This design comes from an exercise in tuning for a short achievable clock period and few clock cycles on the open sky130 flow, not from production work.
Where RTL was checked, it was by simulation tests only, not by an equivalence proof against the original.
No functional check of the RTL was part of run 1.
Power and IR drop assume default switching activity.

==> flow/design.v, too long to show whole: its modules and the start of the top module <==
// module intc_timer: 992 lines
module intc_timer (
    input  wire        clk,
    input  wire        rst,
    input  wire        cmd_valid,
    output reg         cmd_ready,
    input  wire [2:0]  cmd_op,
    input  wire [23:0] cmd_arg,
    input  wire [7:0]  cmd_data,
    output reg         rsp_valid,
    output reg  [7:0]  rsp_data,
    output wire [2:0]  pend,
    output reg  [1:0]  irq_line,
    output reg  [15:0] irq_vector
);
  // ...
==> flow/run.sh <==
#!/bin/bash
# synth_recipe.tcl (not shown) runs the flow's synth.tcl, then flattens the netlist and writes it again
# the make line also repeats each setting of config.mk as NAME=value (left out here)
make -C /OpenROAD-flow-scripts/flow DESIGN_CONFIG=/design/flow/config.mk WORK_HOME=/design/flow/orfs CLKGATE_MAP_FILE= SYNTH_SCRIPT=/design/flow/synth_recipe.tcl finish
==> flow/config.mk <==
export PLATFORM = sky130hd
export DESIGN_NAME = intc_timer
export DESIGN_NICKNAME = intc_timer
export VERILOG_FILES = /design/flow/design.v
export SDC_FILE = /design/flow/constraint.sdc
export NUM_CORES = 4
export LEC_CHECK = 0
export ABC_CLOCK_PERIOD_IN_PS = 3000
export CAP_MARGIN = 20
export CORE_MARGIN = 2
export CORE_UTILIZATION = 40
export SETUP_SLACK_MARGIN = 3.6
export SLEW_MARGIN = 20
export TNS_END_PERCENT = 100
==> flow/constraint.sdc <==
create_clock -name core_clock -period 6.0 [get_ports {clk}]
set_input_delay 1.2000 -clock core_clock [delete_from_list [all_inputs] [get_ports {clk}]]
set_output_delay 1.2000 -clock core_clock [all_outputs]
set_load 0.01 [all_outputs]
==> results by group, run 1 <==
STA
  • Final setup violation count: 0
  • RSZ-0062 raised after global routing: yes
  • Final period util: 44.2%
  • Layout Skew: around 0.024 ns
  • Highest clock rate: 377 MHz

CTS
  • Hold-fix buffers at CTS: 0
  • TritonCTS clock tree: built
  • # clock sinks: 699
  • Reg clk slew, reported paths: ~0.06 ns
  • Post-CTS sizing: 444

Power and ir drop
  • Comb pwr share: 41.2%
  • Total power: 17600 uW
  • Clk pwr share: between 20% and 30%
  • Largest power group: combinational logic

Cells and area
  • Multi-input logic portion of the cell area: 42.2%
  • Fraction of area in clock buffers and inverters: 6.53%
  • Inverter count: 277
  • Commonest non-fill, non-tap cell in the layout: dfxtp_1
  • Multi-In Gates: 1956
  • Fraction of area in registers: 38.7%

Placed design
  • Final HPWL DP: 48.0 mm
  • Port-buffer cells: 67

Setup path
  • Crit Path Category: reg -> reg
  • Worst Setup SP: dv_r[0]
  • Reg2Reg Depth: 10

Detailed routing
  • Uppermost routed layer: met4
  • WL met1: 32.4 mm
  • DRC: 0
  • Routed length per placed instance: 16.2 um
  • Metal2 WL: between 30 and 40 mm

Floorplanning
  • Initial Utilization: 40.4%

Yosys
  • Simple-Gate Fraction of Synth Area: between 10% and 20%
  • Adder-cell share of the synthesized area: 13.4%
  • Synth cell types: 90
  • Largest family of logic cells by synthesized area: compound AO/OA/AOI/OAI gates

GRT
  • Initial antenna violation count: 0

Outcome
  • Outcome: finished clean

Worst hold path
  • Hold Path Class: reg -> reg
==> inputs of run 2 (changes only) <==
--- a/flow/design.v
+++ b/flow/design.v
@@ -785,66 +785,63 @@
     reg         sl_go, sl2_go, sl2_div;
     reg  [7:0]  sl2_res;
     reg  [7:0]  sl_v, sl_nh8, sl_a;
     reg  [8:0]  sl_m;
     reg  [9:0]  sl_m3;
     reg  [10:0] sl_am;
     reg         sl_b, sl_hinz;
     wire [10:0] sv11 = {3'b0, sl_v};
-    wire [10:0] sd_p = sv11 ^ ~({3'b0, sl_nh8});
-    wire [10:0] sd_gg0 = sv11 & ~({3'b0, sl_nh8});
-    wire [10:0] sd_pp0 = sd_p;
-    wire [10:0] sd_gg1 = sd_gg0 | (sd_pp0 & {sd_gg0[9:0], 1'b0});
-    wire [10:0] sd_pp1 = sd_pp0 & {sd_pp0[9:0], {1{1'b1}}};
-    wire [10:0] sd_gg2 = sd_gg1 | (sd_pp1 & {sd_gg1[8:0], 2'b0});
-    wire [10:0] sd_pp2 = sd_pp1 & {sd_pp1[8:0], {2{1'b1}}};
-    wire [10:0] sd_gg3 = sd_gg2 | (sd_pp2 & {sd_gg2[6:0], 4'b0});
-    wire [10:0] sd_pp3 = sd_pp2 & {sd_pp2[6:0], {4{1'b1}}};
-    wire [10:0] sd_gg4 = sd_gg3 | (sd_pp3 & {sd_gg3[2:0], 8'b0});
-    wire [10:0] sd_pp4 = sd_pp3 & {sd_pp3[2:0], {8{1'b1}}};
-    wire [10:0] sd_s0 = sd_p ^ {sd_gg4[9:0], 1'b0};
-    wire [10:0] sd_s1 = sd_p ^ {sd_gg4[9:0] | sd_pp4[9:0], 1'b1};
-    wire sd_c0 = sd_gg4[10];
-    wire sd_c1 = sd_gg4[10] | sd_pp4[10];
-    wire [10:0] sd_v = sl_b ? sd_s0 : sd_s1;
-    wire [10:0] sz_p = sv11 ^ ~({3'b0, sl_a});
-    wire [10:0] sz_gg0 = sv11 & ~({3'b0, sl_a});
-    wire [10:0] sz_pp0 = sz_p;
-    wire [10:0] sz_gg1 = sz_gg0 | (sz_pp0 & {sz_gg0[9:0], 1'b0});
-    wire [10:0] sz_pp1 = sz_pp0 & {sz_pp0[9:0], {1{1'b1}}};
-    wire [10:0] sz_gg2 = sz_gg1 | (sz_pp1 & {sz_gg1[8:0], 2'b0});
-    wire [10:0] sz_pp2 = sz_pp1 & {sz_pp1[8:0], {2{1'b1}}};
-    wire [10:0] sz_gg3 = sz_gg2 | (sz_pp2 & {sz_gg2[6:0], 4'b0});
-    wire [10:0] sz_pp3 = sz_pp2 & {sz_pp2[6:0], {4{1'b1}}};
-    wire [10:0] sz_gg4 = sz_gg3 | (sz_pp3 & {sz_gg3[2:0], 8'b0});
-    wire [10:0] sz_pp4 = sz_pp3 & {sz_pp3[2:0], {8{1'b1}}};
-    wire [10:0] sz_s0 = sz_p ^ {sz_gg4[9:0], 1'b0};
-    wire [10:0] sz_s1 = sz_p ^ {sz_gg4[9:0] | sz_pp4[9:0], 1'b1};
-    wire sz_c0 = sz_gg4[10];
-    wire sz_c1 = sz_gg4[10] | sz_pp4[10];
-    wire [10:0] sz_v = sl_b ? sz_s0 : sz_s1;
-    wire [10:0] szm_p = sv11 ^ ~(sl_am);
-    wire [10:0] szm_gg0 = sv11 & ~(sl_am);
-    wire [10:0] szm_pp0 = szm_p;
-    wire [10:0] szm_gg1 = szm_gg0 | (szm_pp0 & {szm_gg0[9:0], 1'b0});
-    wire [10:0] szm_pp1 = szm_pp0 & {szm_pp0[9:0], {1{1'b1}}};
-    wire [10:0] szm_gg2 = szm_gg1 | (szm_pp1 & {szm_gg1[8:0], 2'b0});
-    wire [10:0] szm_pp2 = szm_pp1 & {szm_pp1[8:0], {2{1'b1}}};
-    wire [10:0] szm_gg3 = szm_gg2 | (szm_pp2 & {szm_gg2[6:0], 4'b0});
-    wire [10:0] szm_pp3 = szm_pp2 & {szm_pp2[6:0], {4{1'b1}}};
-    wire [10:0] szm_gg4 = szm_gg3 | (szm_pp3 & {szm_gg3[2:0], 8'b0});
-    wire [10:0] szm_pp4 = szm_pp3 & {szm_pp3[2:0], {8{1'b1}}};
-    wire [10:0] szm_s0 = szm_p ^ {szm_gg4[9:0], 1'b0};
-    wire [10:0] szm_s1 = szm_p ^ {szm_gg4[9:0] | szm_pp4[9:0], 1'b1};
-    wire szm_c0 = szm_gg4[10];
-    wire szm_c1 = szm_gg4[10] | szm_pp4[10];
-    wire [10:0] szm_v = sl_b ? szm_s0 : szm_s1;
-    wire        sl_exp = sl_hinz || sd_v[10];
-    wire [7:0]  sl_res = !sl_exp ? sd_v[7:0] : sz_v[10] ? szm_v[7:0] : sz_v[7:0];
+    wire [7:0] sd_p = sl_v ^ ~sl_nh8;
+    wire [7:0] sd_gg0 = sl_v & ~sl_nh8;
+    wire [7:0] sd_pp0 = sd_p;
+    wire [7:0] sd_gg1 = sd_gg0 | (sd_pp0 & {sd_gg0[6:0], 1'b0});
+    wire [7:0] sd_pp1 = sd_pp0 & {sd_pp0[6:0], {1{1'b1}}};
+    wire [7:0] sd_gg2 = sd_gg1 | (sd_pp1 & {sd_gg1[5:0], 2'b0});
+    wire [7:0] sd_pp2 = sd_pp1 & {sd_pp1[5:0], {2{1'b1}}};
+    wire [7:0] sd_gg3 = sd_gg2 | (sd_pp2 & {sd_gg2[3:0], 4'b0});
+    wire [7:0] sd_pp3 = sd_pp2 & {sd_pp2[3:0], {4{1'b1}}};
+    wire [7:0] sd_s0 = sd_p ^ {sd_gg3[6:0], 1'b0};
+    wire [7:0] sd_s1 = sd_p ^ {sd_gg3[6:0] | sd_pp3[6:0], 1'b1};
+    wire sd_c0 = sd_gg3[7];
+    wire sd_c1 = sd_gg3[7] | sd_pp3[7];
+    wire [7:0] sd_v = sl_b ? sd_s0 : sd_s1;
+    wire       sd_n = sl_b ? !sd_c0 : !sd_c1;    
+    wire [7:0] sz_p = sl_v ^ ~sl_a;
+    wire [7:0] sz_gg0 = sl_v & ~sl_a;
+    wire [7:0] sz_pp0 = sz_p;
+    wire [7:0] sz_gg1 = sz_gg0 | (sz_pp0 & {sz_gg0[6:0], 1'b0});
+    wire [7:0] sz_pp1 = sz_pp0 & {sz_pp0[6:0], {1{1'b1}}};
+    wire [7:0] sz_gg2 = sz_gg1 | (sz_pp1 & {sz_gg1[5:0], 2'b0});
+    wire [7:0] sz_pp2 = sz_pp1 & {sz_pp1[5:0], {2{1'b1}}};
+    wire [7:0] sz_gg3 = sz_gg2 | (sz_pp2 & {sz_gg2[3:0], 4'b0});
+    wire [7:0] sz_pp3 = sz_pp2 & {sz_pp2[3:0], {4{1'b1}}};
+    wire [7:0] sz_s0 = sz_p ^ {sz_gg3[6:0], 1'b0};
+    wire [7:0] sz_s1 = sz_p ^ {sz_gg3[6:0] | sz_pp3[6:0], 1'b1};
+    wire sz_c0 = sz_gg3[7];
+    wire sz_c1 = sz_gg3[7] | sz_pp3[7];
+    wire [7:0] sz_v = sl_b ? sz_s0 : sz_s1;
+    wire       sz_n = sl_b ? !sz_c0 : !sz_c1;    
+    wire [7:0] szm_p = sl_v ^ ~sl_am[7:0];
+    wire [7:0] szm_gg0 = sl_v & ~sl_am[7:0];
+    wire [7:0] szm_pp0 = szm_p;
+    wire [7:0] szm_gg1 = szm_gg0 | (szm_pp0 & {szm_gg0[6:0], 1'b0});
+    wire [7:0] szm_pp1 = szm_pp0 & {szm_pp0[6:0], {1{1'b1}}};
+    wire [7:0] szm_gg2 = szm_gg1 | (szm_pp1 & {szm_gg1[5:0], 2'b0});
+    wire [7:0] szm_pp2 = szm_pp1 & {szm_pp1[5:0], {2{1'b1}}};
+    wire [7:0] szm_gg3 = szm_gg2 | (szm_pp2 & {szm_gg2[3:0], 4'b0});
+    wire [7:0] szm_pp3 = szm_pp2 & {szm_pp2[3:0], {4{1'b1}}};
+    wire [7:0] szm_s0 = szm_p ^ {szm_gg3[6:0], 1'b0};
+    wire [7:0] szm_s1 = szm_p ^ {szm_gg3[6:0] | szm_pp3[6:0], 1'b1};
+    wire szm_c0 = szm_gg3[7];
+    wire szm_c1 = szm_gg3[7] | szm_pp3[7];
+    wire [7:0] szm_v = sl_b ? szm_s0 : szm_s1;
+    wire       szm_n = sl_b ? !szm_c0 : !szm_c1;    
+    wire        sl_exp = sl_hinz || sd_n;
+    wire [7:0]  sl_res = !sl_exp ? sd_v : sz_n ? szm_v : sz_v;
     wire [7:0] dvs1_p = dv_r ^ ~(dv_s1[7:0]);
     wire [7:0] dvs1_gg0 = dv_r & ~(dv_s1[7:0]);
     wire [7:0] dvs1_pp0 = dvs1_p;
     wire [7:0] dvs1_gg1 = dvs1_gg0 | (dvs1_pp0 & {dvs1_gg0[6:0], 1'b0});
     wire [7:0] dvs1_pp1 = dvs1_pp0 & {dvs1_pp0[6:0], {1{1'b1}}};
     wire [7:0] dvs1_gg2 = dvs1_gg1 | (dvs1_pp1 & {dvs1_gg1[5:0], 2'b0});
     wire [7:0] dvs1_pp2 = dvs1_pp1 & {dvs1_pp1[5:0], {2{1'b1}}};
     wire [7:0] dvs1_gg3 = dvs1_gg2 | (dvs1_pp2 & {dvs1_gg2[3:0], 4'b0});
@@ -889,17 +886,17 @@
     wire trans = sl_go || sl2_go || dv_busy || tvalue > r_rel || (p1_v && p1_pkt[F_LOW]) || (p2_v && p2_pkt[F_LOW]) || (p3_v && p3_pkt[F_LOW]) || (p4_v && p4_pkt[F_LOW]) || (p5_v && p5_pkt[F_LOW]) || (p6_v && p6_pkt[F_LOW]) || (p7_v && p7_pkt[F_LOW]);
     assign s0_flag = s0_step && f_ten && s0_nhi >= {5'b0, f_m} && trans;
     wire x_flag = p7_pkt[F_FLAG];
     wire [2:0] pend_n = !go ? pend_r :
                         x_power ? 3'b0 :
                         x_bound ? {x_pm[2:1], x_pm[0] & tline} : pend_r;
     always @(posedge clk) begin
         sl2_res <= sl_res;
-        sl2_div <= sl_exp && !sz_v[10];
+        sl2_div <= sl_exp && !sz_n;
         if (!sl_go && !sl2_go) begin
             sl_v    <= tvalue;
             sl_nh8  <= x_b;
             sl_a    <= p7_a;
             sl_am   <= p7_am;
             sl_m    <= x_m;
             sl_m3   <= x_m3;
             sl_b    <= bw;
==> flow/config.mk (replaced) <==
export PLATFORM = sky130hd
export DESIGN_NAME = intc_timer
export DESIGN_NICKNAME = intc_timer
export VERILOG_FILES = /design/flow/design.v
export SDC_FILE = /design/flow/constraint.sdc
export NUM_CORES = 4
export LEC_CHECK = 0
export ABC_CLOCK_PERIOD_IN_PS = 2200
export CAP_MARGIN = 20
export CORE_MARGIN = 2
export CORE_UTILIZATION = 65
export PLACE_DENSITY = 0.75
export SETUP_SLACK_MARGIN = 3.6
export SLEW_MARGIN = 20
export TNS_END_PERCENT = 100
==> run 2 against run 1 <==
- final area shrank 0.80%
- worst hold slack better by 0.0095 ns
- combinational power grew 5.9%
- sequential cell count stayed put
- wire length rose by 13%
- still clean
==> results by group, run 2 <==
Outcome
  • Outcome: finished clean

Placed design
  • Port-buffer cells: 67 (unchanged)
  • Placer Congestion: 0.929
  • Final HPWL DP: 49.0 mm (+2.1%)

Detailed routing
  • DR iter-0 viols: ~1.7k
  • Final wirelength: 79.3 mm
  • Vias: 23.5k
  • DRC: 0 (unchanged)
  • First-pass DRT Iterations: 6
  • DRT antenna net count: 0
  • Vias per std cell: 5.98
  • Routed length per placed instance: 20.2 um (+25%)

Yosys
  • YS warnings: 1
  • Mux cell area share after synthesis: 3.57%
  • Post-synth EDFFs: 106
  • Mapped Avg Cell Area: 10.3 um2
  • Largest family of logic cells by synthesized area: compound AO/OA/AOI/OAI gates
  • Asr flop ratio synth: 0%
  • Register area share after synthesis: 49.0%
  • Compound-Gate Fraction of Synth Area: 14.2%
  • Dominant cells by area after synthesis: dfxtp_1, ha_1, edfxtp_1, inv_1, xnor2_1
  • Synth cell types: 106 (+18%)
  • Gate Count Post-Synth: 2972
  • Yosys top cell by area: dfxtp_1
  • Top post-synthesis cells by count: dfxtp_1, ha_1, inv_1
  • Syn Std Cell Area: 30700 um2
  • Top-area cell type share of the netlist area: 38.6%
  • Register bit total from synthesis: roughly 700
  • Most common cell in the netlist: dfxtp_1
  • Xor-xnor portion of the synthesized cell area: 4.33%
  • Primary FF master, synth: dfxtp_1
  • Simple-Gate Fraction of Synth Area: 11.1% (-0.48 points)
  • Adder-cell share of the synthesized area: 13.3% (-0.083 points)

CTS
  • # clock sinks: 699 (unchanged)
  • CTS root buf: clkbuf_16
  • TritonCTS clock tree: built
  • Htree depth: 3
  • Clock Latency Late Sink: 0.63 ns
  • Hold-fix buffers at CTS: 0 (unchanged)
  • Reg clk slew, reported paths: 0.07 ns (about the same)
  • Number of buffers created by CTS: 69
  • Clock buffer depth: 3

GRT
  • First-pass GRT wire length: roughly 120 mm
  • Total grt overflow: 0
  • Gr usage total: 30.0%
  • Initial antenna violation count: 0 (unchanged)
  • Pin count of the biggest net entering global routing: 60
  • Vias in the first global route: 23.4k

Cells and area
  • Commonest cells after routing, fill and taps aside: dfxtp_1, ha_1, inv_1
  • # diodes: 0
  • Core Util, Final: 83.7%
  • Commonest non-fill, non-tap cell in the layout: dfxtp_1
  • Share of layout cells above drive strength 1: roughly a quarter
  • Area grow syn2layout: 27.0%
  • Final #Nets: 3630

Power and ir drop
  • Pwr Density: 457 nW/um2
  • Sequential Power Share: about a third
  • Lkg Pwr: 0.0160 uW
  • Comb pwr share: 43.0% (+1.8 points)
  • NetSw: 6380 uW
  • Net Sw Frac: a little over a third
  • Clk pwr share: 25.2% (-1.3 points)
  • Total power: 17800 uW (+1.6%)
  • Pint: around 11000 uW
  • Worst VDD drop: 0.317 mV

Floorplanning
  • Die footprint: 49000 um2
  • # rows: 79
  • Die H: 221 um
  • Initial Utilization: 65.9% (+25 points)
  • I/O Pins: about 70
  • Core Footprint: 46700 um2
  • Die Wd: approximately 220 um

STA
  • Tmin final: about 2.7 ns
  • RSZ-0062 raised after global routing: yes
  • Slew @ Worst Pin: 1.01 ns
  • Final Hold Violating Endpoints: 0
  • Max_slew headroom: 32.2%
  • Setup TNS: 0 ns
  • Layout Skew: 0.0405 ns (+0.0166 ns)
  • Final period util: 44.5% (+0.26 points)
  • Highest clock rate: 375 MHz (-0.58%)
  • Final setup violation count: 0 (unchanged)
  • Max-slew violation count: 0

Setup path
  • Crit Path Category: reg -> reg
  • Setup crit start kind: register
  • CP peak stage delay: around 0.38 ns
  • Critical path's top delay family: compound AO/OA/AOI/OAI gates
  • CP Cell Sequence: inv_4, ha_1, o211ai_1, a21oi_2, buf_4, o31ai_4, a21boi_2, o21bai_2, a2bb2oi_2, nand2_1, a31o_1
  • Required time of the critical path: between 6 and 7 ns
  • CP Capture Type: register
  • CP Buf/Inv Count: 2
  • R2R Setup Slk: 3.33 ns
  • WP data arrival: 3.18 ns
  • CP Max Fanout: 4
  • CP max stage cell: dfxtp_4

Worst hold path
  • Hold Path Class: reg -> reg

Flow run
  • Max-cap violations: 0
## run 2: cell count changes after synthesis, sizes merged, moves of 9 or more
cell,before,now
clkbuf,50,41
o22a,5,14
nand2,162,149
a21oi,164,155
nand3,34,45
nor2,242,230
mux2i,60,69
## run 2: power groups by stage
stage | sequential (uW) | clock, uW | combinational, uW
after floorplan | 5530 | 0 | 4230
after global placement | 5700 | 0 | 5050
after detailed placement | 5700 | 0 | 5200
after CTS | 5620 | 4550 | 6320
after global routing | 5720 | 4750 | 8240
final | 5680 | 4500 | 7660
## run 2: worst register-to-register path: cells and delay by family (launching register included)
family          cells  cell delay (ns)
compound gates      7             1.54
flops               1             0.38
fa+ha+maj           1             0.34
buf+inv             2             0.21
simple gates        1             0.10
## run 2: cell type report
type	instances	area [um2]
clock buffers	89	1930
clock inverters	38	479
well taps	607	759
repair inverters	1	7.51
repair buffers	284	2570
multi-input cells	1939	17000
flip-flops and latches	699	15200
inverters	273	1060
fillers	2462	7630
## run 2: cell families after synthesis
kind of cell | count (synthesis)
compound gates | 630
xor+xnor | 152
flops | 699
buf+inv | 349
mux | 105
fa+ha+maj | 325
simple gates | 711
other cells | 1
## run 2: worst paths after layout
kind,start,endpoint,cells past startpoint
setup / recovery,dv_r[0],tvalue[0],11
hold / removal,p1_n[8],p2_n[8],0
setup reg to reg,dv_r[0],tvalue[0],11
hold reg to reg,p1_n[8],p2_n[8],0
## run 2: per-stage QoR
stage	cells	hold slack [ns]	cell area [um2]	worst slack (ns)
after floorplan	2978	0.310	31000	3.18
after global placement	3584	0.309	32100	2.43
after detailed placement	3584	0.312	32100	2.34
after CTS	3831	0.321	36900	3.35
after global routing	3930	0.319	39000	3.25
final	3930	0.316	39000	3.33
## run 2: layer usage
metal / global-route usage, % / up-vias / wire (um)
met2: 55.0 / 885 / 41000
met5: 0 / - / 0
met4: 13.1 / 0 / 3450
met3: 4.22 / 267 / 4630
li1: - / 11037 / -
met1: 35.0 / 11304 / 30300
## run 2: timing repair
action | in CTS | in global routing
pin swaps | 124 | 185
cloned | 7 | 7
gates resized for setup | 433 | 309
endpoints found under the setup margin | 210 | 134
hold endpoints to repair | 0 | 0
setup buffers | 113 | 92
Testbench counts of run 2, summed over its fixed seeds: cycles 5,072.
==> inputs of run 3 (changes only) <==
--- a/flow/config.mk
+++ b/flow/config.mk
@@ -8,8 +8,7 @@
 export ABC_CLOCK_PERIOD_IN_PS = 2200
 export CAP_MARGIN = 20
 export CORE_MARGIN = 2
-export CORE_UTILIZATION = 65
-export PLACE_DENSITY = 0.75
-export SETUP_SLACK_MARGIN = 3.6
+export CORE_UTILIZATION = 45
+export SETUP_SLACK_MARGIN = 3.2
 export SLEW_MARGIN = 20
 export TNS_END_PERCENT = 100
==> run 3 against run 2 <==
- power down 9.5%
- first-iteration DRC count down 38%
- worst hold slack about the same
- still clean on timing, DRC and antenna
- combinational power down 26%
- die area up 44%
- non-clock buffer count down 173
- cell count up 2.3%
- largest cell class is now flip-flops and latches
- maximum frequency down 2.5%
- critical path depth down 10
- global-route usage down 11 points
- area after synthesis unchanged
- clock power up 7.6%
==> results by group, run 3 <==
Floorplanning
  • Initial Utilization: 45.6% (-20 points)
  • # rows: 95 (+20%)
  • Die footprint: 70400 um2 (+44%)
  • Die H: 265 um (+20%)
  • I/O Pins: 69 (unchanged)
  • Die Wd: 265 um (+20%)
  • Core Footprint: 67400 um2 (+44%)

GRT
  • Met3 Usage GRT: 2.51% (-1.7 points)
  • Vias in the first global route: 21.2k (-9.3%)
  • Most used routing layer: met2
  • Total grt overflow: 0 (unchanged)
  • Gr usage total: 19.3% (-11 points)
  • Pin count of the biggest net entering global routing: 60 (unchanged)
  • Initial antenna violation count: 0 (unchanged)
  • First-pass GRT wire length: 110 mm (-7.8%)
  • Global routing usage on met1: 24.9% (-10 points)
  • Met2 usage in global routing: 33.6% (-21 points)

Flow run
  • Max-cap violations: 0 (unchanged)

Yosys
  • Primary FF master, synth: dfxtp_1
  • Mapped Avg Cell Area: 10.3 um2 (unchanged)
  • Synth cell types: 106 (unchanged)
  • Top-area cell type share of the netlist area: 38.6% (unchanged)
  • Register bit total from synthesis: 699 (unchanged)
  • Post-synth EDFFs: 106 (unchanged)
  • Gate Count Post-Synth: 2972 (unchanged)
  • Top post-synthesis cells by count: dfxtp_1, ha_1, inv_1
  • Asr flop ratio synth: 0% (unchanged)
  • Register area share after synthesis: 49.0% (unchanged)
  • YS warnings: 1 (unchanged)
  • Most common cell in the netlist: dfxtp_1
  • Dominant cells by area after synthesis: dfxtp_1, ha_1, edfxtp_1, inv_1, xnor2_1
  • Syn Std Cell Area: 30700 um2 (unchanged)
  • Yosys top cell by area: dfxtp_1

Detailed routing
  • DR iter-0 viols: 1044 (-38%)
  • Vias: 21.2k (-9.9%)
  • DRC: 0 (unchanged)
  • Final wirelength: 68.5 mm (-14%)
  • First-pass DRT Iterations: 5 (-1)
  • Routed length per placed instance: 17.0 um (-16%)
  • Vias per std cell: 5.26 (-12%)
  • DRT antenna net count: 0 (unchanged)

CTS
  • Number of buffers created by CTS: 74 (+7.2%)
  • Clock buffer depth: 3 (unchanged)
  • # clock sinks: 699 (unchanged)
  • Htree depth: 3 (unchanged)
  • Reg clk slew, reported paths: 0.06 ns (about the same)
  • Clock Latency Late Sink: 0.63 ns (about the same)
  • CTS root buf: clkbuf_16
  • TritonCTS clock tree: built

Setup path
  • CP Capture Type: primary output
  • WP data arrival: 1.54 ns (-1.64 ns)
  • Critical path's top delay family: buffers and inverters
  • CP max stage cell: clkdlybuf4s50_1
  • CP peak stage delay: 0.56 ns (+0.18 ns)
  • CP Cell Sequence: clkdlybuf4s50_1
  • CP Buf/Inv Count: 1 (-1)
  • Crit Path Category: reg -> out
  • Setup crit start kind: register
  • CP Max Fanout: 3 (-1)
  • Required time of the critical path: 4.80 ns (-1.71 ns)

Cells and area
  • Area grow syn2layout: 16.5%
  • Share of layout cells above drive strength 1: 11.4% (-15 points)
  • Fillcell total: 5890 (+140%)
  • Finished Cell Area: 35800 um2 (-8.3%)
  • Final #Nets: 3453 (-4.9%)
  • Register Area: 15100 um2 (-0.91%)
  • Commonest non-fill, non-tap cell in the layout: dfxtp_1
  • Multi-input logic area: 14900 um2 (-12%)
  • Commonest cells after routing, fill and taps aside: dfxtp_1, ha_1, inv_1
  • # diodes: 0 (unchanged)

Placed design
  • Final HPWL DP: 51.0 mm (+4.0%)
  • Post-DP Area: 32300 um2 (+0.60%)
  • Port-buffer cells: 67 (unchanged)
  • Placer Congestion: 0.871 (-6.3%)

STA
  • Slew @ Worst Pin: 1.06 ns (+0.0493 ns)
  • Max-slew violation count: 0 (unchanged)
  • Layout Skew: 0.0328 ns (-0.00768 ns)
  • Final period util: 45.6% (+1.2 points)
  • Max_slew headroom: 28.9% (-3.3 points)
  • RSZ-0062 raised after global routing: yes
  • Highest clock rate: 365 MHz (-2.5%)
  • Final Hold Violating Endpoints: 0 (unchanged)
  • Tmin final: 2.74 ns (+0.0697 ns)
  • Setup TNS: 0 ns (unchanged)
  • Final setup violation count: 0 (unchanged)

Worst hold path
  • Hold Path Class: reg -> reg

Power and ir drop
  • Lkg Pwr: 0.0150 uW (-6.5%)
  • Worst VDD drop: 0.236 mV (-26%)
  • Pwr Density: 451 nW/um2 (-1.4%)

Outcome
  • Outcome: finished clean
run 3: cells by family after synthesis:
family | after synthesis | share of synthesized area, %
other cells | 1 | 0.0122
fa+ha+maj | 325 | 13.3
mux | 105 | 3.57
flops | 699 | 49.0
buf+inv | 349 | 4.53
xor+xnor | 152 | 4.33
compound gates | 630 | 14.2
simple gates | 711 | 11.1
run 3: area by class of cell:
class / count / area share [%]
Sequential cell: 699 / 42.1
Multi-Input combinational cell: 1931 / 41.6
Clock buffer: 94 / 5.88
Tap cell: 873 / 3.05
Inverter: 273 / 2.89
Timing Repair Buffer: 111 / 2.85
Clock inverter: 41 / 1.62
run 3: metrics by stage:
step | utilization (%) | worst slack, ns | total power, uW | hold WS [ns] | instances
3_3_place_gp | 47.9 | 2.39 | 10800 | 0.310 | 3851
4_1_cts | 52.3 | 3.18 | 16000 | 0.313 | 4003
5_1_grt | 53.1 | 3.17 | 17200 | 0.323 | 4022
3_5_place_dp | 47.9 | 2.39 | 10900 | 0.312 | 3851
6_report | 53.1 | 3.26 | 16100 | 0.316 | 4022
2_1_floorplan | - | 3.18 | 9700 | 0.310 | 2978
run 3: power by group:
| part | total [uW] | internal, uW | switching, uW |
|---|---|---|---|
| Combinational | 5670 | 2590 | 3080 |
| Sequential | 5630 | 5220 | 406 |
| Clock | 4840 | 2890 | 1950 |
run 3: what timing repair did:
item | in CTS | in global routing
resized for setup | 50 | 77
pin swaps | 10 | 23
setup buffers | 17 | 18
cloned | 0 | 1
setup endpoints to repair | 107 | 96
hold buffers | 0 | 0
run 3: layer usage:
| layer | vias to the layer above | part of all wire, % | wire [um] |
|---|---|---|---|
| met1 | 10019 | 46 | 31300 |
| met2 | 384 | 49 | 33300 |
| met3 | 100 | 3.6 | 2470 |
| li1 | 10656 | - | - |
| met4 | 0 | 2.1 | 1430 |
| met5 | - | 0 | 0 |
run 3: final timing paths:
kind,from,to,slack [ns],cells after the start
worst max-delay path,pend_r[1],pend[1],3.26,1
worst min register to register,p2_n[6],p3_n[6],0.32,0
worst min-delay path,p2_n[6],p3_n[6],0.32,0
worst max register to register,dv_r[0],tvalue[7],3.27,10
==> inputs of run 4 (changes only) <==
--- a/flow/config.mk
+++ b/flow/config.mk
@@ -8,7 +8,7 @@
 export ABC_CLOCK_PERIOD_IN_PS = 2200
 export CAP_MARGIN = 20
 export CORE_MARGIN = 2
-export CORE_UTILIZATION = 45
-export SETUP_SLACK_MARGIN = 3.2
+export CORE_UTILIZATION = 40
+export SETUP_SLACK_MARGIN = 4.0
 export SLEW_MARGIN = 20
 export TNS_END_PERCENT = 100
==> run 4 against run 3 <==
- area after synthesis stayed put
- first-iteration DRC count is 5.6% higher
- sequential cell count stayed put
- global-route usage is 0.11 points lower
- register-to-register slack worse by 0.06 ns
- critical path type is now reg -> reg
- largest cell class is now multi-input gates
==> results by group, run 4 <==
STA
  • Layout Skew: 0.0254 ns (-0.00739 ns)
  • Final period util: 46.5% (+0.84 points)
  • RSZ-0062 raised after global routing: yes
  • Setup TNS: 0 ns (unchanged)
  • Max-slew violation count: 0 (unchanged)
  • Tmin final: 2.79 ns (+0.0506 ns)
  • Final setup violation count: 0 (unchanged)
  • Max_slew headroom: 36.7% (+7.8 points)
  • Highest clock rate: 359 MHz (-1.8%)
  • Final Hold Violating Endpoints: 0 (unchanged)
  • Slew @ Worst Pin: 0.945 ns (-0.114 ns)
  • Worst setup margin: 3.21 ns (-0.0506 ns)

Cells and area
  • Multi-input logic area: 17400 um2 (+17%)
  • Fillcell total: 6439 (+9.3%)
  • Core Util, Final: 53.7% (+0.55 points)
  • Commonest non-fill, non-tap cell in the layout: dfxtp_1
  • Commonest cells after routing, fill and taps aside: dfxtp_1, ha_1, inv_1
  • Register Area: 15200 um2 (+1.1%)
  • # diodes: 0 (unchanged)
  • Area grow syn2layout: 32.6%
  • Share of layout cells above drive strength 1: 30.7% (+19 points)
  • Final #Nets: 3699 (+7.1%)

Power and ir drop
  • Pwr Density: 447 nW/um2 (-0.85%)
  • Sequential Power Share: 31.1% (-3.8 points)
  • Pint: 11900 uW (+11%)
  • Worst VDD drop: 0.223 mV (-5.4%)
  • Lkg Pwr: 0.0165 uW (+10%)
  • Net Sw Frac: 34.9% (+1.2 points)
  • Clk pwr share: 25.5% (-4.5 points)
  • Comb pwr share: 43.4% (+8.3 points)
  • NetSw: 6360 uW (+17%)

Setup path
  • R2R Path End: tvalue[7]
  • Required time of the critical path: 6.48 ns (+1.68 ns)
  • Worst Setup SP: dv_r[0]
  • CP Max Fanout: 4 (+1)
  • Crit Path Category: reg -> reg
  • WP data arrival: 3.27 ns (+1.73 ns)
  • CP peak stage delay: 0.50 ns (-0.06 ns)
  • Setup crit start kind: register
  • CP Cell Sequence: inv_6, ha_4, o211ai_1, a21oi_2, o21a_1, or4b_4, a21boi_4, o32ai_4, o31ai_4, o221ai_1
  • CP Capture Type: register
  • Reg2reg start: dv_r[0]
  • Critical Path Sink: tvalue[7]
  • Reg2Reg Depth: 10 (unchanged)
  • R2R Setup Slk: 3.21 ns (-0.06 ns)
  • CP max stage cell: or4b_4

CTS
  • Number of buffers created by CTS: 74 (unchanged)
  • Clock Latency Late Sink: 0.62 ns (about the same)
  • CTS root buf: clkbuf_16
  • Hold-fix buffers at CTS: 0 (unchanged)
  • # clock sinks: 699 (unchanged)
  • Htree depth: 3 (unchanged)
  • TritonCTS clock tree: built
  • Clock buffer depth: 3 (unchanged)
  • Reg clk slew, reported paths: 0.06 ns (about the same)

Yosys
  • YS warnings: 1 (unchanged)
  • Primary FF master, synth: dfxtp_1
  • Syn Std Cell Area: 30700 um2 (unchanged)
  • Top post-synthesis cells by count: dfxtp_1, ha_1, inv_1
  • Gate Count Post-Synth: 2972 (unchanged)
  • Top-area cell type share of the netlist area: 38.6% (unchanged)
  • Mapped Avg Cell Area: 10.3 um2 (unchanged)
  • Synth cell types: 106 (unchanged)
  • Yosys top cell by area: dfxtp_1
  • Asr flop ratio synth: 0% (unchanged)
  • Register bit total from synthesis: 699 (unchanged)
  • Most common cell in the netlist: dfxtp_1
  • Post-synth EDFFs: 106 (unchanged)
  • Register area share after synthesis: 49.0% (unchanged)
  • Dominant cells by area after synthesis: dfxtp_1, ha_1, edfxtp_1, inv_1, xnor2_1

Detailed routing
  • Vias: 22.6k (+7.0%)
  • First-pass DRT Iterations: 7 (+2)
  • DR iter-0 viols: 1102 (+5.6%)
  • DRC: 0 (unchanged)
  • Routed length per placed instance: 17.4 um (+2.2%)
  • DRT antenna net count: 0 (unchanged)
  • Final wirelength: 77.1 mm (+12%)
  • Vias per std cell: 5.11 (-2.8%)

GRT
  • Pin count of the biggest net entering global routing: 73 (+22%)
  • Total grt overflow: 0 (unchanged)
  • Initial antenna violation count: 0 (unchanged)
  • Gr usage total: 19.2% (-0.11 points)
  • First-pass GRT wire length: 122 mm (+11%)
  • Vias in the first global route: 23.0k (+8.5%)

Floorplanning
  • Die Wd: 281 um (+6.0%)
  • I/O Pins: 69 (unchanged)
  • Initial Utilization: 40.5% (-5.1 points)
  • Die H: 281 um (+6.0%)
  • # rows: 101 (+6.3%)
  • Die footprint: 79100 um2 (+12%)
  • Core Footprint: 75900 um2 (+13%)

Flow run
  • Max-cap violations: 0 (unchanged)

Placed design
  • Pre-CTS WS: 2.30 ns (-0.0822 ns)
  • Port-buffer cells: 67 (unchanged)
  • Placer Congestion: 0.883 (+1.4%)
  • Final HPWL DP: 51.3 mm (+0.69%)

Outcome
  • Outcome: finished clean

Worst hold path
  • Min-delay src: p3_pkt[46]
  • Hold Path Class: reg -> reg
-- run 4: cell types whose count changed in the layout (fill, tap and decap cells not counted), moves of 33 or more --
cell,previous run,this run
ha_4,8,71
dfxtp_2,9,68
a21oi_1,138,97
buf_6,0,97
ha_1,314,240
inv_1,267,234
dfxtp_1,582,497
buf_4,41,187
-- run 4: worst max-delay path: cells and delay by family, from the launching register on --
kind                     cells  cell delay (ns)
flip-flops                   1             0.39
AO/OA/AOI/OAI                7             1.48
buffers and inverters        1             0.05
adder cells (fa/ha/maj)      1             0.23
AND/OR/NAND/NOR              1             0.50
-- run 4: metal layers --
layer  wire [um]  GRT usage [%]  up-vias
met1       33900           23.9    10877
met2       38500           33.9      417
met3        2660           2.87      155
met4        2070           5.84        0
met5           0              0        -
li1            -              -    11182
-- run 4: cell families (layout without fill, tap and decap cells) --
kind of cell	after synthesis	count (layout)	synth area share, %
AO/OA/AOI/OAI	630	640	14.2
other	1	7	0.0122
multiplexers	105	105	3.57
AND/OR/NAND/NOR	711	713	11.1
flip-flops	699	699	49.0
buffers and inverters	349	756	4.53
adder cells (fa/ha/maj)	325	325	13.3
XOR/XNOR	152	152	4.33
-- run 4: area by class of cell --
type,instances,area share (%)
clock buffers,97,5.14
clock inverters,40,1.12
inverters,273,2.62
multi-input cells,1942,42.6
flip-flops and latches,699,37.4
well taps,1030,3.16
repair buffers,343,7.86
repair inverters,3,0.0553
-- run 4: power by group through the flow --
stage | logic, uW | clock network [uW] | registers [uW]
3_3_place_gp | 5420 | 0 | 5730
4_1_cts | 7310 | 4750 | 5650
2_1_floorplan | 4650 | 0 | 5560
6_report | 7910 | 4640 | 5670
3_5_place_dp | 5530 | 0 | 5740
5_1_grt | 8580 | 4950 | 5720
-- run 4: through the flow --
step,total power [uW],hold slack [ns],area (um2),std cells
after floorplan,10200,0.309,32000,2978
after global placement,11200,0.310,33500,4005
after detailed placement,11300,0.312,33500,4005
after CTS,17700,0.320,39500,4359
after global routing,19200,0.322,40800,4427
final,18200,0.320,40800,4427
-- run 4: repair_timing --
item,4_1_cts,5_1_grt
setup endpoints to repair,232,198
cloned,20,2
buffers inserted,197,66
pin swaps,216,153
gates resized for setup,571,183
-- run 4: worst min-delay path by stage --
stage	endpoint	cells past startpoint	slack (ns)
2_1_floorplan	p6_n[0]	0	0.31
3_3_place_gp	p6_pkt[36]	0	0.31
3_5_place_dp	p3_n[7]	0	0.31
4_1_cts	p4_pkt[46]	0	0.32
5_1_grt	p4_pkt[46]	0	0.32
6_report	p4_pkt[46]	0	0.32
==> inputs of run 5 (changes only) <==
--- a/flow/config.mk
+++ b/flow/config.mk
@@ -9,6 +9,6 @@
 export CAP_MARGIN = 20
 export CORE_MARGIN = 2
 export CORE_UTILIZATION = 40
-export SETUP_SLACK_MARGIN = 4.0
+export SETUP_SLACK_MARGIN = 3.4
 export SLEW_MARGIN = 20
 export TNS_END_PERCENT = 100
==> run 5 against run 4 <==
- via count down 4.5%
- final area down 8.4%
- combinational power down 17%
- clock power up 4.5%
- count of clock-buffer cells in the layout down 1
- highest routed layer unchanged
- largest cell class unchanged
==> results by group, run 5 <==
Outcome
  • Outcome: finished clean

STA
  • Hold_ws: 0.311 ns (-0.00909 ns)
  • Layout Skew: 0.0403 ns (+0.0149 ns)
  • Slew @ Worst Pin: 0.858 ns (-0.0869 ns)
  • Max-slew violation count: 0 (unchanged)
  • Final period util: 45.8% (-0.72 points)
  • Final setup violation count: 0 (unchanged)
  • Highest clock rate: 364 MHz (+1.6%)
  • Max_slew headroom: 42.6% (+5.9 points)
  • RSZ-0062 raised after global routing: yes
  • Tmin final: 2.75 ns (-0.0430 ns)
  • Setup TNS: 0 ns (unchanged)
  • Final Hold Violating Endpoints: 0 (unchanged)

Floorplanning
  • Die H: 281 um (unchanged)
  • I/O Pins: 69 (unchanged)
  • # rows: 101 (unchanged)
  • Core Footprint: 75900 um2 (unchanged)
  • Die footprint: 79100 um2 (unchanged)
  • Die Wd: 281 um (unchanged)
  • Initial Utilization: 40.5% (unchanged)

Setup path
  • R2R Path End: tvalue[7]
  • Required time of the critical path: 6.48 ns (about the same)
  • Crit Path Category: reg -> reg
  • CP Capture Type: register
  • Setup crit start kind: register
  • Reg2reg start: dv_r[0]
  • Reg2Reg Depth: 11 (+1)
  • Worst Setup SP: dv_r[0]
  • WP data arrival: 3.23 ns (-0.04 ns)
  • CP Max Fanout: 4 (unchanged)
  • R2R Setup Slk: 3.25 ns (+0.04 ns)

Power and ir drop
  • Worst VDD drop: 0.215 mV (-3.6%)
  • Lkg Pwr: 0.0155 uW (-6.5%)
  • Pwr Density: 456 nW/um2 (+2.0%)

CTS
  • Clock Latency Late Sink: 0.64 ns (+0.02 ns)
  • Number of buffers created by CTS: 75 (+1.4%)
  • Reg clk slew, reported paths: 0.06 ns (about the same)
  • Hold-fix buffers at CTS: 0 (unchanged)
  • TritonCTS clock tree: built
  • Clock buffer depth: 3 (unchanged)
  • # clock sinks: 699 (unchanged)
  • Htree depth: 3 (unchanged)
  • CTS root buf: clkbuf_16

Cells and area
  • Final #Nets: 3524 (-4.7%)
  • # diodes: 0 (unchanged)
  • Multi-input logic area: 15600 um2 (-10%)
  • Finished Cell Area: 37300 um2 (-8.4%)
  • Commonest cells after routing, fill and taps aside: dfxtp_1, ha_1, inv_1
  • Commonest non-fill, non-tap cell in the layout: dfxtp_1
  • Fillcell total: 6851 (+6.4%)
  • Area grow syn2layout: 21.5%
  • Share of layout cells above drive strength 1: 16.8% (-14 points)
  • Register Area: 15100 um2 (-0.81%)

Placed design
  • Port-buffer cells: 67 (unchanged)
  • Post-DP Area: 32500 um2 (-2.9%)
  • Final HPWL DP: 51.5 mm (+0.36%)
  • Placer Congestion: 0.894 (+1.2%)

Yosys
  • Syn Std Cell Area: 30700 um2 (unchanged)
  • Yosys top cell by area: dfxtp_1
  • Asr flop ratio synth: 0% (unchanged)
  • Register bit total from synthesis: 699 (unchanged)
  • Top post-synthesis cells by count: dfxtp_1, ha_1, inv_1
  • Synth cell types: 106 (unchanged)
  • Register area share after synthesis: 49.0% (unchanged)
  • Mapped Avg Cell Area: 10.3 um2 (unchanged)
  • Dominant cells by area after synthesis: dfxtp_1, ha_1, edfxtp_1, inv_1, xnor2_1
  • Gate Count Post-Synth: 2972 (unchanged)
  • Top-area cell type share of the netlist area: 38.6% (unchanged)
  • YS warnings: 1 (unchanged)
  • Most common cell in the netlist: dfxtp_1
  • Post-synth EDFFs: 106 (unchanged)
  • Primary FF master, synth: dfxtp_1

Detailed routing
  • First-pass DRT Iterations: 5 (-2)
  • DRC: 0 (unchanged)
  • Vias per std cell: 5.08 (-0.59%)
  • Vias: 21.6k (-4.5%)
  • DR iter-0 viols: 1022 (-7.3%)
  • DRT antenna net count: 0 (unchanged)
  • Routed length per placed instance: 16.9 um (-2.7%)
  • Final wirelength: 72.0 mm (-6.6%)

GRT
  • First-pass GRT wire length: 113 mm (-6.9%)
  • Pin count of the biggest net entering global routing: 61 (-16%)
  • Total grt overflow: 0 (unchanged)
  • Gr usage total: 17.8% (-1.3 points)
  • Initial antenna violation count: 0 (unchanged)
  • Vias in the first global route: 21.7k (-5.5%)

Worst hold path
  • Min-delay src: p5_n[0]
  • WHS Endpoint: p6_n[0]
  • Hold Path Class: reg -> reg
  • Worst Hold Depth: 0 (unchanged)

Flow run
  • Max-cap violations: 0 (unchanged)
-- run 5: worst max-delay path: stages (launching register included) --
cell and delay (ns):
dfxtp_4 0.38, inv_4 0.05, ha_4 0.21, o211ai_1 0.16, buf_4 0.16, a21oi_4 0.05
o21a_1 0.22, or4b_4 0.54, a21boi_4 0.16, o32ai_4 0.10, o31ai_4 0.37, o221ai_1 0.18
-- run 5: metrics by stage --
step	cells	setup WS, ns	util, %	power, uW
after floorplan	2978	3.18	-	9700
final	4252	3.25	49.2	17000
after global placement	4009	2.39	42.8	10800
after global routing	4252	3.16	49.2	18000
after detailed placement	4009	2.35	42.8	10900
after CTS	4198	3.24	47.7	16500
-- run 5: routing by layer --
layer | GRT usage (%) | wire, um | up-vias
li1 | - | - | 10809
met1 | 22.8 | 33100 | 10368
met2 | 31.3 | 35100 | 332
met3 | 2.56 | 2500 | 100
met4 | 4.90 | 1360 | 0
met5 | 0 | 0 | -
-- run 5: worst max-delay path by stage --
stage	to	slack, ns	depth (start not counted)
2_1_floorplan	s0_m3[8]	3.18	12
3_3_place_gp	s0_m3[8]	2.39	12
3_5_place_dp	s0_m3[8]	2.35	12
4_1_cts	tvalue[7]	3.24	10
5_1_grt	tvalue[7]	3.16	11
6_report	tvalue[7]	3.25	11
-- run 5: kinds of logic (layout without fill, tap and decap cells) --
kind of cell | Yosys count | in the layout | share of synthesized area (%)
and+or+nand+nor | 711 | 713 | 11.1
AOI/OAI and AO/OA | 630 | 633 | 14.2
muxes | 105 | 105 | 3.57
other | 1 | 7 | 0.0122
buffers and inverters | 349 | 588 | 4.53
adders and majority gates | 325 | 325 | 13.3
DFF | 699 | 699 | 49.0
xor gates and xnor gates | 152 | 152 | 4.33
-- run 5: cell type report --
type	instances	share of cell area (%)
clock buffers	96	5.65
clock inverters	42	1.58
well taps	1030	3.45
repair buffers	177	4.16
multi-input cells	1935	41.9
flip-flops and latches	699	40.5
inverters	273	2.77
-- run 5: timing repair --
action / CTS / global route
setup endpoints to repair: 142 / 112
gates resized for setup: 156 / 150
gates cloned: 3 / 4
buffers inserted: 48 / 50
pin swaps: 41 / 81
-- run 5: where the power goes --
part           switching [uW]  internal (uW)
registers                 410           5220
logic                    3390           3150
clock network            1980           2860
total                    5790          11200
==> inputs of run 6 (changes only) <==
--- a/flow/config.mk
+++ b/flow/config.mk
@@ -9,6 +9,7 @@
 export CAP_MARGIN = 20
 export CORE_MARGIN = 2
 export CORE_UTILIZATION = 40
-export SETUP_SLACK_MARGIN = 3.4
+export PLACE_DENSITY = 0.7
+export SETUP_SLACK_MARGIN = 3.6
 export SLEW_MARGIN = 20
 export TNS_END_PERCENT = 100
==> run 6 against run 5 <==
- still clean on timing, DRC and antenna
- power grew 6.0%
- clock skew fell by 0.022 ns
- utilization is 2.8 points higher
- critical path depth decreased by 2
- critical endpoint unchanged
- largest cell class unchanged
==> results by group, run 6 <==
Yosys
  • Dominant cells by area after synthesis: dfxtp_1, ha_1, edfxtp_1, inv_1, xnor2_1
  • Asr flop ratio synth: 0% (unchanged)
  • Register area share after synthesis: 49.0% (unchanged)
  • Top-area cell type share of the netlist area: 38.6% (unchanged)
  • Yosys top cell by area: dfxtp_1
  • Synth cell types: 106 (unchanged)
  • Register bit total from synthesis: 699 (unchanged)
  • Top post-synthesis cells by count: dfxtp_1, ha_1, inv_1
  • Post-synth EDFFs: 106 (unchanged)
  • Gate Count Post-Synth: 2972 (unchanged)
  • Mapped Avg Cell Area: 10.3 um2 (unchanged)
  • Primary FF master, synth: dfxtp_1
  • YS warnings: 1 (unchanged)
  • Syn Std Cell Area: 30700 um2 (unchanged)
  • Most common cell in the netlist: dfxtp_1

CTS
  • CTS root buf: clkbuf_16
  • Reg clk slew, reported paths: 0.06 ns (about the same)
  • Htree depth: 3 (unchanged)
  • Clock Latency Late Sink: 0.63 ns (about the same)
  • Hold-fix buffers at CTS: 0 (unchanged)
  • # clock sinks: 699 (unchanged)
  • Clock buffer depth: 3 (unchanged)
  • TritonCTS clock tree: built
  • Number of buffers created by CTS: 71 (-5.3%)

Detailed routing
  • Final wirelength: 73.4 mm (+2.0%)
  • DR iter-0 viols: 1550 (+52%)
  • DRT antenna net count: 0 (unchanged)
  • Vias per std cell: 5.17 (+1.7%)
  • Routed length per placed instance: 16.9 um (-0.39%)
  • Vias: 22.5k (+4.1%)
  • First-pass DRT Iterations: 5 (unchanged)
  • DRC: 0 (unchanged)

Setup path
  • CP max stage cell: or4b_4
  • CP Capture Type: register
  • CP Cell Sequence: ha_1, a21o_1, a21o_1, o21a_1, or4b_4, a21boi_4, o32ai_4, o31ai_4, o221ai_2
  • Setup crit start kind: register
  • Crit Path Category: reg -> reg
  • CP Max Fanout: 4 (unchanged)
  • WP data arrival: 3.16 ns (-0.07 ns)
  • Required time of the critical path: 6.48 ns (about the same)
  • CP peak stage delay: 0.50 ns (-0.04 ns)
  • Critical Path Most Common Cell: a21o_1

Floorplanning
  • Die footprint: 79100 um2 (unchanged)
  • Die Wd: 281 um (unchanged)
  • Die H: 281 um (unchanged)
  • # rows: 101 (unchanged)
  • I/O Pins: 69 (unchanged)
  • Initial Utilization: 40.5% (unchanged)
  • Core Footprint: 75900 um2 (unchanged)

STA
  • RSZ-0062 raised after global routing: yes
  • Final period util: 44.6% (-1.1 points)
  • Max_slew headroom: 29.3% (-13 points)
  • Layout Skew: 0.0186 ns (-0.0217 ns)
  • Final setup violation count: 0 (unchanged)
  • Setup TNS: 0 ns (unchanged)
  • Max-slew violation count: 0 (unchanged)
  • Tmin final: 2.68 ns (-0.0684 ns)
  • Highest clock rate: 373 MHz (+2.6%)
  • Final Hold Violating Endpoints: 0 (unchanged)
  • Slew @ Worst Pin: 1.05 ns (+0.195 ns)
  • Worst setup margin: 3.32 ns (+0.0684 ns)

Cells and area
  • Area grow syn2layout: 28.4%
  • Commonest cells after routing, fill and taps aside: dfxtp_1, ha_1, inv_1
  • Final #Nets: 3633 (+3.1%)
  • # diodes: 0 (unchanged)
  • Multi-input logic area: 16800 um2 (+7.7%)
  • Share of layout cells above drive strength 1: 26.4% (+9.7 points)
  • Commonest non-fill, non-tap cell in the layout: dfxtp_1
  • Fillcell total: 6341 (-7.4%)
  • Register Area: 15200 um2 (+0.54%)

Power and ir drop
  • Total power: 18000 uW (+6.0%)
  • Sequential Power Share: 31.4% (-1.7 points)
  • Net Sw Frac: 34.9% (+0.89 points)
  • Worst VDD drop: 0.235 mV (+9.4%)
  • Lkg Pwr: 0.0160 uW (+3.6%)
  • Pint: 11700 uW (+4.5%)
  • Clk pwr share: 25.2% (-3.3 points)
  • Comb pwr share: 43.3% (+4.9 points)
  • NetSw: 6300 uW (+8.8%)
  • Pwr Density: 457 nW/um2 (+0.31%)

Outcome
  • Outcome: finished clean

GRT
  • Total grt overflow: 0 (unchanged)
  • Gr usage total: 17.1% (-0.69 points)
  • Initial antenna violation count: 0 (unchanged)
  • Vias in the first global route: 21.5k (-1.0%)
  • Pin count of the biggest net entering global routing: 61 (unchanged)
  • First-pass GRT wire length: 110 mm (-3.2%)

Placed design
  • Final HPWL DP: 46.3 mm (-10%)
  • Placer Congestion: 0.880 (-1.6%)
  • Pre-CTS WS: 2.37 ns (+0.0122 ns)
  • Port-buffer cells: 67 (unchanged)

Worst hold path
  • Hold Path Class: reg -> reg

Flow run
  • Max-cap violations: 0 (unchanged)
run 6: routing by layer:
| metal | track usage (%) | part of all wire (%) | up-vias |
|---|---|---|---|
| met5 | 0 | 0 | - |
| met4 | 5.36 | 2.8 | 0 |
| met2 | 29.5 | 49 | 517 |
| met3 | 2.74 | 4.0 | 166 |
| li1 | - | - | 11038 |
| met1 | 21.9 | 44 | 10782 |
run 6: timing repair:
| item | in CTS | in global routing |
|---|---|---|
| resized for setup | 390 | 353 |
| endpoints found under the setup margin | 214 | 135 |
| pin swaps | 109 | 171 |
| setup buffers | 114 | 90 |
| gates cloned | 10 | 4 |
run 6: power by group through the flow:
stage               Clock, uW  Combinational [uW]  Sequential [uW]
floorplan                   0                4230             5530
global placement            0                5030             5690
detailed placement          0                5120             5700
CTS                      4630                6220             5620
global route             4830                8420             5710
finish                   4550                7820             5670
run 6: kinds of logic after synthesis:
logic type | after synthesis | share of synthesized area, %
mux | 105 | 3.57
compound gates | 630 | 14.2
fa+ha+maj | 325 | 13.3
other cells | 1 | 0.0122
xor+xnor | 152 | 4.33
buf+inv | 349 | 4.53
flops | 699 | 49.0
simple gates | 711 | 11.1
run 6: area by class of cell:
type / count / area share (%)
clock buffer: 88 / 4.87
clock inverter: 39 / 1.33
inverter: 273 / 2.68
multi-input combinational: 1938 / 42.7
sequential: 699 / 38.5
tap: 1030 / 3.27
timing repair buffer: 286 / 6.58
timing repair inverter: 1 / 0.0190
run 6: final timing paths:
check | slack [ns] | start | end | cells past startpoint
hold reg to reg | 0.32 | p4_n[0] | p5_n[0] | 0
hold / removal | 0.32 | p4_n[0] | p5_n[0] | 0
setup / recovery | 3.32 | dv_r[3] | tvalue[7] | 9
setup reg to reg | 3.32 | dv_r[3] | tvalue[7] | 9
run 6: through the flow:
step	cells	utilization, %	area, um2	hold slack (ns)
floorplan	2978	-	31000	0.310
global placement	4009	43.0	32600	0.310
detailed placement	4009	43.0	32600	0.312
CTS	4260	49.0	37200	0.322
global route	4354	51.9	39400	0.325
finish	4354	51.9	39400	0.316
run 6: worst max-delay path: cells and delay by family (launching register included):
kind / cells / cell delay (ns)
AND/OR/NAND/NOR: 1 / 0.50
adder cells (fa/ha/maj): 1 / 0.27
flip-flops: 1 / 0.37
AO/OA/AOI/OAI: 7 / 1.41
==> inputs of run 7 (changes only) <==
--- a/flow/config.mk
+++ b/flow/config.mk
@@ -9,7 +9,6 @@
 export CAP_MARGIN = 20
 export CORE_MARGIN = 2
 export CORE_UTILIZATION = 40
-export PLACE_DENSITY = 0.7
-export SETUP_SLACK_MARGIN = 3.6
+export SETUP_SLACK_MARGIN = 3.5
 export SLEW_MARGIN = 20
 export TNS_END_PERCENT = 100
==> run 7 against run 6 <==
- still clean
- clock skew increased by 0.014 ns
- area after synthesis stayed put
- non-clock buffer count is 70 lower
- sequential share of layout area up 1.3 points
- synthesized cell count is the same
- combinational power down 13%
- sequential power about the same
- worst hold slack lost 0.0052 ns
- critical path type unchanged
- largest cell class unchanged
==> results by group, run 7 <==
Cells and area
  • Fillcell total: 6747 (+6.4%)
  • Share of layout cells above drive strength 1: 21.1% (-5.4 points)
  • Area grow syn2layout: 23.8%
  • Finished Cell Area: 38000 um2 (-3.6%)
  • Non-Filler Instances: 4292 (-1.4%)
  • Commonest non-fill, non-tap cell in the layout: dfxtp_1
  • Final #Nets: 3564 (-1.9%)
  • Core Util, Final: 50.1% (-1.8 points)
  • Commonest cells after routing, fill and taps aside: dfxtp_1, ha_1, inv_1
  • # diodes: 0 (unchanged)

Floorplanning
  • Initial Utilization: 40.5% (unchanged)
  • Die H: 281 um (unchanged)
  • Die Wd: 281 um (unchanged)
  • Core Footprint: 75900 um2 (unchanged)
  • # rows: 101 (unchanged)
  • Die footprint: 79100 um2 (unchanged)
  • I/O Pins: 69 (unchanged)

Placed design
  • Port-buffer cells: 67 (unchanged)
  • Post-DP Area: 32500 um2 (-0.38%)
  • Placed Cells: 4008 (-0.025%)
  • Final HPWL DP: 51.6 mm (+11%)
  • Placer Congestion: 0.879 (about the same)

STA
  • Max_slew headroom: 38.7% (+9.4 points)
  • Final setup violation count: 0 (unchanged)
  • Final Hold Violating Endpoints: 0 (unchanged)
  • Slew @ Worst Pin: 0.916 ns (-0.137 ns)
  • Max-slew violation count: 0 (unchanged)
  • Final period util: 44.5% (-0.094 points)
  • Layout Skew: 0.0328 ns (+0.0142 ns)
  • Highest clock rate: 374 MHz (+0.21%)
  • Setup TNS: 0 ns (unchanged)
  • RSZ-0062 raised after global routing: yes
  • Tmin final: 2.67 ns (-0.00562 ns)

Yosys
  • Most common cell in the netlist: dfxtp_1
  • YS warnings: 1 (unchanged)
  • Synth cell types: 106 (unchanged)
  • Gate Count Post-Synth: 2972 (unchanged)
  • Post-synth EDFFs: 106 (unchanged)
  • Mapped Avg Cell Area: 10.3 um2 (unchanged)
  • Register bit total from synthesis: 699 (unchanged)
  • Top-area cell type share of the netlist area: 38.6% (unchanged)
  • Register area share after synthesis: 49.0% (unchanged)
  • Dominant cells by area after synthesis: dfxtp_1, ha_1, edfxtp_1, inv_1, xnor2_1
  • Asr flop ratio synth: 0% (unchanged)
  • Top post-synthesis cells by count: dfxtp_1, ha_1, inv_1
  • Yosys top cell by area: dfxtp_1
  • Primary FF master, synth: dfxtp_1
  • Syn Std Cell Area: 30700 um2 (unchanged)

Detailed routing
  • Vias per std cell: 5.10 (-1.4%)
  • First-pass DRT Iterations: 6 (+1)
  • DRT antenna net count: 0 (unchanged)
  • Vias: 21.9k (-2.8%)
  • Routed length per placed instance: 17.1 um (+1.4%)
  • Final wirelength: 73.4 mm (about the same)
  • DR iter-0 viols: 1001 (-35%)
  • DRC: 0 (unchanged)

Power and ir drop
  • Lkg Pwr: 0.0156 uW (-2.5%)
  • Pwr Density: 453 nW/um2 (-0.89%)
  • Worst VDD drop: 0.224 mV (-4.9%)

CTS
  • Clock Latency Late Sink: 0.64 ns (about the same)
  • CTS root buf: clkbuf_16
  • Hold-fix buffers at CTS: 0 (unchanged)
  • Htree depth: 3 (unchanged)
  • TritonCTS clock tree: built
  • Number of buffers created by CTS: 73 (+2.8%)
  • Reg clk slew, reported paths: 0.06 ns (about the same)
  • Clock buffer depth: 3 (unchanged)
  • # clock sinks: 699 (unchanged)

Setup path
  • CP peak stage delay: 0.53 ns (+0.03 ns)
  • Reg2Reg Depth: 10 (+1)
  • Worst Setup SP: dv_r[0]
  • Crit Path Category: reg -> reg
  • WP data arrival: 3.15 ns (about the same)
  • Required time of the critical path: 6.48 ns (about the same)
  • CP max stage cell: or4b_4
  • CP Cell Sequence: inv_4, ha_4, o211ai_1, a21oi_2, o21a_1, or4b_4, a21boi_4, o32ai_4, o31ai_4, o221ai_1
  • CP Capture Type: register
  • CP Max Fanout: 4 (unchanged)
  • Reg2reg start: dv_r[0]
  • Setup crit start kind: register

Outcome
  • Outcome: finished clean

GRT
  • Gr usage total: 18.1% (+0.98 points)
  • Total grt overflow: 0 (unchanged)
  • Initial antenna violation count: 1 (+1)
  • First-pass GRT wire length: 115 mm (+5.0%)
  • Pin count of the biggest net entering global routing: 60 (-1.6%)
  • Vias in the first global route: 22.1k (+2.6%)

Worst hold path
  • Worst Hold Depth: 0 (unchanged)
  • Hold Path Class: reg -> reg
  • Min-delay src: p6_pkt[40]

Flow run
  • Max-cap violations: 0 (unchanged)
==> run 7: cell counts after synthesis <==
No cell type changed its count.
==> run 7: through the flow <==
step	setup WS, ns	power (uW)	hold slack [ns]
finish	3.33	17200	0.311
global route	3.24	18300	0.318
CTS	3.33	16500	0.310
detailed placement	2.36	10900	0.312
global placement	2.38	10800	0.310
floorplan	3.18	9710	0.310
==> run 7: kinds of logic (layout without fill, tap and decap cells) <==
group / count (synthesis) / in the layout / synth area share [%]
simple gates: 711 / 715 / 11.1
xor+xnor: 152 / 152 / 4.33
buf+inv: 349 / 625 / 4.53
flops: 699 / 699 / 49.0
fa+ha+maj: 325 / 325 / 13.3
other cells: 1 / 7 / 0.0122
mux: 105 / 105 / 3.57
compound gates: 630 / 634 / 14.2
==> run 7: path summary, 6_finish.rpt <==
path	slack, ns	endpoint
max	3.33	tvalue[7]
min	0.31	p7_pkt[40]
max reg2reg	3.33	tvalue[7]
min reg2reg	0.31	p7_pkt[40]
==> run 7: layout make-up <==
class	count	area [um2]	area share, %
repair buffers	216	1830	4.80
inverters	273	1040	2.73
multi-input cells	1938	16100	42.3
clock buffers	96	2050	5.38
well taps	1030	1290	3.39
clock inverters	40	578	1.52
flip-flops and latches	699	15200	39.8
==> run 7: layer usage <==
metal	wire, um	track usage [%]
met5	0	0
met2	35500	31.4
met1	33600	23.3
met3	2610	2.51
met4	1720	5.61
==> run 7: repair_timing <==
item,in CTS,in global routing
cloned,6,3
gates resized for setup,294,194
buffers inserted,83,56
setup endpoints to repair,157,115
pin swaps,79,110
==> run 7: power breakdown <==
part / leakage [uW] / switching, uW / internal (uW)
clock network: 0.00127 / 1960 / 2810
logic: 0.00836 / 3520 / 3310
registers: 0.00599 / 419 / 5230
total: 0.0156 / 5890 / 11400
==> run 7: worst max-delay path: cells and delay by family (launching register included) <==
kind | cells | cell delay, ns
AOI/OAI and AO/OA | 7 | 1.35
adders and majority gates | 1 | 0.20
buffers and inverters | 1 | 0.09
DFF | 1 | 0.36
and+or+nand+nor | 1 | 0.53
==> inputs of run 8 (changes only) <==
--- a/flow/config.mk
+++ b/flow/config.mk
@@ -9,6 +9,6 @@
 export CAP_MARGIN = 20
 export CORE_MARGIN = 2
 export CORE_UTILIZATION = 40
-export SETUP_SLACK_MARGIN = 3.5
+export SETUP_SLACK_MARGIN = 3.7
 export SLEW_MARGIN = 20
 export TNS_END_PERCENT = 100
==> run 8 against run 7 <==
- register-to-register slack better by 0.04 ns
- clock power down 4%
- worst setup slack improved by 0.041 ns
- utilization up 2.9 points
- first-iteration DRC count is 10% higher
- non-clock buffer count grew 100
- maximum frequency grew 1.6%
- sequential share of layout area down 2.0 points
- combinational power up 15%
- final area increased by 5.8%
- worst hold slack got worse by 0.0026 ns
- area after synthesis unchanged
- largest cell class unchanged
- highest routed layer unchanged
==> results by group, run 8 <==
STA
  • Final setup violation count: 0 (unchanged)
  • Final period util: 43.9% (-0.68 points)
  • Highest clock rate: 380 MHz (+1.6%)
  • Final Hold Violating Endpoints: 0 (unchanged)
  • RSZ-0062 raised after global routing: yes
  • Layout Skew: 0.0516 ns (+0.0188 ns)
  • Max-slew violation count: 0 (unchanged)
  • Setup TNS: 0 ns (unchanged)

Setup path
  • CP Max Fanout: 4 (unchanged)
  • CP Capture Type: register
  • Crit Path Category: reg -> reg
  • CP Buf/Inv Count: 1 (unchanged)
  • Required time of the critical path: 6.46 ns (-0.02 ns)
  • CP peak stage delay: 0.50 ns (-0.03 ns)
  • CP Cell Sequence: inv_6, ha_4, o211ai_1, a21oi_2, o21a_1, or4b_4, a21boi_4, o32ai_4, o31ai_4, o221ai_2
  • Critical path's top delay family: compound AO/OA/AOI/OAI gates
  • CP max stage cell: or4b_4

Yosys
  • Register area share after synthesis: 49.0% (unchanged)
  • Top-area cell type share of the netlist area: 38.6% (unchanged)
  • Synth cell types: 106 (unchanged)
  • YS warnings: 1 (unchanged)
  • Mapped Avg Cell Area: 10.3 um2 (unchanged)
  • Yosys top cell by area: dfxtp_1
  • Dominant cells by area after synthesis: dfxtp_1, ha_1, edfxtp_1, inv_1, xnor2_1
  • Gate Count Post-Synth: 2972 (unchanged)
  • Most common cell in the netlist: dfxtp_1
  • Post-synth EDFFs: 106 (unchanged)
  • Primary FF master, synth: dfxtp_1

CTS
  • # clock sinks: 699 (unchanged)
  • TritonCTS clock tree: built
  • Reg clk slew, reported paths: 0.06 ns (about the same)
  • CTS root buf: clkbuf_16
  • Hold-fix buffers at CTS: 0 (unchanged)
  • Clock buffer depth: 3 (unchanged)
  • Clock Latency Late Sink: 0.64 ns (about the same)

Outcome
  • Outcome: finished clean

Cells and area
  • # diodes: 0 (unchanged)
  • Commonest non-fill, non-tap cell in the layout: dfxtp_1
  • Area grow syn2layout: 31.0%
  • Share of layout cells above drive strength 1: 29.0% (+8.0 points)
  • Final #Nets: 3667 (+2.9%)

GRT
  • Global routing usage on met1: 23.8% (+0.52 points)
  • Vias in the first global route: 23.0k (+3.9%)
  • Total grt overflow: 0 (unchanged)
  • Most used routing layer: met2
  • Gr usage total: 18.8% (+0.70 points)
  • Pin count of the biggest net entering global routing: 61 (+1.7%)
  • Met3 Usage GRT: 2.83% (+0.32 points)
  • Initial antenna violation count: 0 (-1)
  • Met2 usage in global routing: 32.6% (+1.3 points)

Flow run
  • Max-cap violations: 0 (unchanged)

Floorplanning
  • Die H: 281 um (unchanged)
  • # rows: 101 (unchanged)
  • I/O Pins: 69 (unchanged)
  • Core Footprint: 75900 um2 (unchanged)
  • Initial Utilization: 40.5% (unchanged)

Power and ir drop
  • Total power: 18100 uW (+5.1%)
  • Worst VDD drop: 0.234 mV (+4.6%)
  • Pwr Density: 450 nW/um2 (-0.71%)
  • Lkg Pwr: 0.0163 uW (+4.5%)

Placed design
  • Placed Cells: 4009 (+0.025%)
  • Final HPWL DP: 51.8 mm (+0.24%)
  • Port-buffer cells: 67 (unchanged)

Detailed routing
  • Final wirelength: 76.9 mm (+4.8%)
  • Vias per std cell: 5.11 (+0.19%)
  • First-pass DRT Iterations: 5 (-1)
  • Vias: 22.4k (+2.6%)
  • Routed length per placed instance: 17.5 um (+2.4%)
  • DR iter-0 viols: 1105 (+10%)
  • DRT antenna net count: 0 (unchanged)

Worst hold path
  • Hold Path Class: reg -> reg
[run 8: layout make-up]
type                    instances  area [um2]
clock buffers                  92        1980
clock inverters                45         542
fillers                      6493       35700
inverters                     273        1070
multi-input cells            1940       17200
flip-flops and latches        699       15200
well taps                    1030        1290
repair buffers                316        2960
[run 8: through the flow]
step | hold slack [ns] | setup slack (ns) | utilization (%) | cell area [um2]
after floorplan | 0.310 | 3.18 | - | 31300
after global placement | 0.310 | 2.40 | 43.3 | 32900
after detailed placement | 0.312 | 2.32 | 43.3 | 32900
after CTS | 0.314 | 3.27 | 50.6 | 38400
after global routing | 0.323 | 3.30 | 53.0 | 40300
final | 0.309 | 3.37 | 53.0 | 40300
[run 8: what timing repair did]
action	4_1_cts	5_1_grt
pin swaps	176	174
setup endpoints to repair	169	148
setup buffers	150	80
gates resized for setup	557	262
cloned	9	10
[run 8: cell families (layout without fill, tap and decap cells)]
kind of cell	after synthesis	count (layout)	synth area share (%)
buf+inv	349	726	4.53
mux	105	105	3.57
simple gates	711	714	11.1
xor+xnor	152	152	4.33
other cells	1	7	0.0122
flops	699	699	49.0
fa+ha+maj	325	325	13.3
compound gates	630	637	14.2
[run 8: path summary, 6_finish.rpt]
path | from | endpoint | slack, ns | cells after the start
hold / removal | p6_pkt[45] | p7_pkt[45] | 0.31 | 0
setup reg to reg | dv_r[0] | tvalue[7] | 3.37 | 10
hold reg to reg | p6_pkt[45] | p7_pkt[45] | 0.31 | 0
setup / recovery | dv_r[0] | tvalue[7] | 3.37 | 10
[run 8: per-layer routing]
layer,wire length (um),vias to the layer above,part of all wire [%]
met2,37500,452,49
met3,3020,162,3.9
met5,0,-,0
li1,-,11115,-
met1,33900,10715,44
met4,2440,0,3.2
[run 8: power breakdown]
| part | leakage, uW | switching (uW) | internal (uW) |
|---|---|---|---|
| registers | 0.00601 | 443 | 5240 |
| logic | 0.00912 | 3960 | 3880 |
| clock network | 0.00120 | 1970 | 2620 |

Re-timed with assumed drivers on the ports (clkbuf_16 on the clock, buf_2 on other inputs), run 8 has 3.369 ns of setup slack against 3.369 ns with ideal ports, and 3.004 ns once port delays also move by the mid clock arrival of 0.681 ns.
